Background: an optimization exercise with open tools, aiming at a short achievable clock period and few clock cycles. Do not read the settings as production practice. Only simulation tests tie the RTL to the original design; equivalence was not proved.

lane 1:
Design vig_permcore, start of the top module:
module vig_permcore (
    input  wire       clk,
    input  wire       rst,         
    input  wire       in_valid,
    input  wire [1:0] in_op,       
    input  wire [7:0] in_data,
    input  wire [7:0] in_key,
    output wire       in_ready,
    output reg        out_valid,
    output reg  [7:0] out_data,
    input  wire       out_ready,
    output reg        pvalid
);
    localparam OP_SEED      = 2'd0;
    localparam OP_SEED_LAST = 2'd1;
    localparam OP_ENC       = 2'd2;
    localparam OP_DEC       = 2'd3;
    localparam NS = 32;            
    localparam QN = 40;            
    function automatic [47:0] onehot(input [16:0] t);
        integer k;
        reg [2:0] dg;
        begin
            onehot = 48'd0;
            for (k = 0; k < 6; k = k + 1) begin
                dg = (k == 5) ? {1'b0, t[16:15]} : t[3 * k +: 3];
                onehot[8 * k + dg] = 1'b1;
            end
        end
    endfunction
    reg        in_ready_r;
    reg        a_fire;
    reg  [1:0] a_op;
    reg  [7:0] a_data;
    reg  [7:0] a_key;
    assign in_ready = in_ready_r;
    wire in_fire  = in_valid && in_ready_r && !rst;
    wire out_fire = out_valid && out_ready;
    always @(posedge clk) begin
        a_op   <= in_op;
        a_data <= in_data;
        a_key  <= in_key;
        a_fire <= in_fire;
    end
    wire a_seed = a_fire && (a_op == OP_SEED);
    wire a_last = a_fire && (a_op == OP_SEED_LAST);
    wire a_enc  = a_fire && (a_op == OP_ENC);
    wire a_dec  = a_fire && (a_op == OP_DEC);
    reg  [15:0] h;
    wire [15:0] h_next = {h[10:0], 5'd0} + h + {8'd0, a_data};
    always @(posedge clk) begin
        if (rst)
            h <= 16'd5381;
        else if (a_seed)
            h <= h_next;
        else if (a_last)
            h <= 16'd5381;
  ...
Settings: LEC_CHECK=0, ABC_CLOCK_PERIOD_IN_PS=8000, CAP_MARGIN=50, CORE_MARGIN=2, CORE_UTILIZATION=30, PLACE_DENSITY=0.5, SLEW_MARGIN=70; clock period 55.0 ns.
standard.sh (not shown) runs the stock make flow with config.mk's settings and CLKGATE_MAP_FILE= SYNTH_SCRIPT=/design/flow/synth_recipe.tcl, a recipe that flattens the netlist after the stock synthesis.
==> flow/flow/run.sh <==
#!/bin/bash
# Layout flow: the standard layout (standard.sh: ORFS from the standard synthesis to
# finish, unchanged), with two settings ORFS reads from the environment:
#  - the input and output ports are buffered by sky130_fd_sc_hd__buf_4 instead of the
#    cell buffer_ports picks by default;
#  - antenna repair after detailed routing may run up to 10 rounds instead of 5.
# The full output of the run goes to flow_standard.log here; ORFS's per-step logs stay
# under orfs/logs/.
set -euo pipefail
export BUFFER_PORTS_ARGS="-buffer_cell sky130_fd_sc_hd__buf_4"
export MAX_REPAIR_ANTENNAS_ITER_DRT=10
bash standard.sh > flow_standard.log 2>&1
Lane 1 reached the final stage; the timing, design-rule and antenna checks on its layout passed.
Testbench counts of lane 1, summed over its fixed seeds: cycles 15,917.
The following lists how lane 2 was set up differently from lane 1:
-- flow/design.v --
<<< lane 1, line 76
    wire [63:0]   asc_j, dsc_j;
    wire          asc_free, dsc_free;
    vig_stream #(.ASC(1)) u_asc (
        .clk(clk), .rst(rst), .start(gen_start), .t0_oh(gen_t), .free(asc_free),
        .d1_v(asc_d1), .d1_c(asc_c1), .j_v(asc_v), .j_c(asc_c), .j(asc_j));
    vig_stream #(.ASC(0)) u_dsc (
        .clk(clk), .rst(rst), .start(gen_start), .t0_oh(gen_t), .free(dsc_free),
        .d1_v(dsc_d1), .d1_c(dsc_c1), .j_v(dsc_v), .j_c(dsc_c), .j(dsc_j));
    assign gen_free = asc_free;
    function automatic integer bits(input integer x);
>>> lane 2, line 76
    wire [63:0]   asc_j, dsc_j;
    wire          asc_free, dsc_free;
    wire          asc_g0, dsc_g0;
    vig_stream #(.ASC(1)) u_asc (
        .clk(clk), .rst(rst), .start(gen_start), .t0_oh(gen_t), .free(asc_free),
        .g0(asc_g0), .d1_v(asc_d1), .d1_c(asc_c1), .j_v(asc_v), .j_c(asc_c), .j(asc_j));
    vig_stream #(.ASC(0)) u_dsc (
        .clk(clk), .rst(rst), .start(gen_start), .t0_oh(gen_t), .free(dsc_free),
        .g0(dsc_g0), .d1_v(dsc_d1), .d1_c(dsc_c1), .j_v(dsc_v), .j_c(dsc_c), .j(dsc_j));
    assign gen_free = asc_free;
    function automatic integer bits(input integer x);
<<< lane 1, line 168
                               : (d_y[8 * (NS - 1) +: 8] - d_k[8 * (NS - 1) +: 8]);
    reg        busy;
    reg  [5:0] cnt;            
    wire build_done = asc_d1 && (asc_c1 == 5'd0);   
>>> lane 2, line 169
                               : (d_y[8 * (NS - 1) +: 8] - d_k[8 * (NS - 1) +: 8]);
    reg        busy;
    reg        pv_int;         
    reg  [5:0] cnt;            
    wire build_done = asc_d1 && (asc_c1 == 5'd0);   
<<< lane 1, line 180
            cnt        <= 6'd0;
            pvalid     <= 1'b0;
            in_ready_r <= 1'b1;
        end else begin
>>> lane 2, line 182
            cnt        <= 6'd0;
            pvalid     <= 1'b0;
            pv_int     <= 1'b0;
            in_ready_r <= 1'b1;
        end else begin
<<< lane 1, line 185
            cnt        <= cnt_nx;
            in_ready_r <= !busy_nx && (cnt_nx < QN);
            if (build_done)
                pvalid <= 1'b1;
        end
    end
>>> lane 2, line 188
            cnt        <= cnt_nx;
            in_ready_r <= !busy_nx && (cnt_nx < QN);
            if (asc_g0)
                pv_int <= 1'b1;
            pvalid <= pv_int;
        end
    end
<<< lane 1, line 194
    wire            head_free = !out_valid || out_fire;
    wire            q_pop     = head_free && (qc != 6'd0 || p_v);
    always @(posedge clk) begin
        if (rst) begin
>>> lane 2, line 198
    wire            head_free = !out_valid || out_fire;
    wire            q_pop     = head_free && (qc != 6'd0 || p_v);
    always @(posedge clk)
        if (p_v)
            qd[8 * qw +: 8] <= p_d;
    always @(posedge clk) begin
        if (rst) begin
<<< lane 1, line 205
                out_data  <= (qc != 6'd0) ? qd[8 * qr +: 8] : p_d;
            end
            if (p_v) begin
                qd[8 * qw +: 8] <= p_d;
                qw <= (qw == QN - 1) ? 6'd0 : qw + 6'd1;
            end
            if (q_pop)
                qr <= (qr == QN - 1) ? 6'd0 : qr + 6'd1;
>>> lane 2, line 212
                out_data  <= (qc != 6'd0) ? qd[8 * qr +: 8] : p_d;
            end
            if (p_v)
                qw <= (qw == QN - 1) ? 6'd0 : qw + 6'd1;
            if (q_pop)
                qr <= (qr == QN - 1) ? 6'd0 : qr + 6'd1;
<<< lane 1, line 221
    input  wire [47:0] t0_oh,
    output wire        free,      
    output reg         d1_v,      
    output reg  [4:0]  d1_c,
>>> lane 2, line 226
    input  wire [47:0] t0_oh,
    output wire        free,      
    output wire        g0,        
    output reg         d1_v,      
    output reg  [4:0]  d1_c,
<<< lane 1, line 298
    reg          g_v;
    reg  [4:0]   g_c;
    reg  [127:0] g_b;
    reg  [71:0]  g_d1;         
>>> lane 2, line 304
    reg          g_v;
    reg  [4:0]   g_c;
    assign g0 = g_v && (g_c == 5'd0);
    reg  [127:0] g_b;
    reg  [71:0]  g_d1;         
==> summary.txt <==
Die area: higher on lane 1. Against lane 1, lane 2 comes in about 0.5% lower on maximum frequency. Lane 2 against lane 1: count of different cell masters after synthesis increased 19%, post-synthesis cell area lower. Register share of the cell area essentially unchanged between lane 2 and lane 1. Between lane 1 and lane 2, the compound-gate portion of the synthesized area figures differ only marginally. From lane 1 to lane 2 the numbers moved as follows: transition at the pin with the smallest max-transition slack shrank by 20 ps, total core area decreased by 5900 sq um relative to the old numbers. Lane 1 -> lane 2: share of the clock period used by the worst path flat.
Testbench counts of lane 2, summed over its fixed seeds: cycles 15,917.

==> afterwards: timing with drivers on the ports <==
How much do the figures lean on ideal ports? The routed layouts below were timed once more, with nothing changed but the port constraints.
Step 1: set_driving_cell puts a clkbuf_16 on clk and a buf_2 on each other input, an assumption about the parent block.
Step 2 adds t to the input delays and takes it off the output delays; t is the mean of the earliest and latest rising clock arrival at the registers after step 1. Input paths then give back, and output paths get back, about the clock's delay inside the block.
Three values: ideal ports, drivers, drivers and shift; two values: the first two.
| run | shift t [ns] | setup slack, ns | pins driven straight from the clock port |
|---|---|---|---|
| lane 1 | 1.402 | 42.040 / 41.845 / 41.481 | 1 |
| lane 2 | 1.355 | 41.974 / 41.803 / 41.278 | 1 |
After both steps every run listed still meets setup and hold. The setup slack of lane 2, which loses most, moves by -0.171 ns with the drivers and by -0.696 ns with both steps.
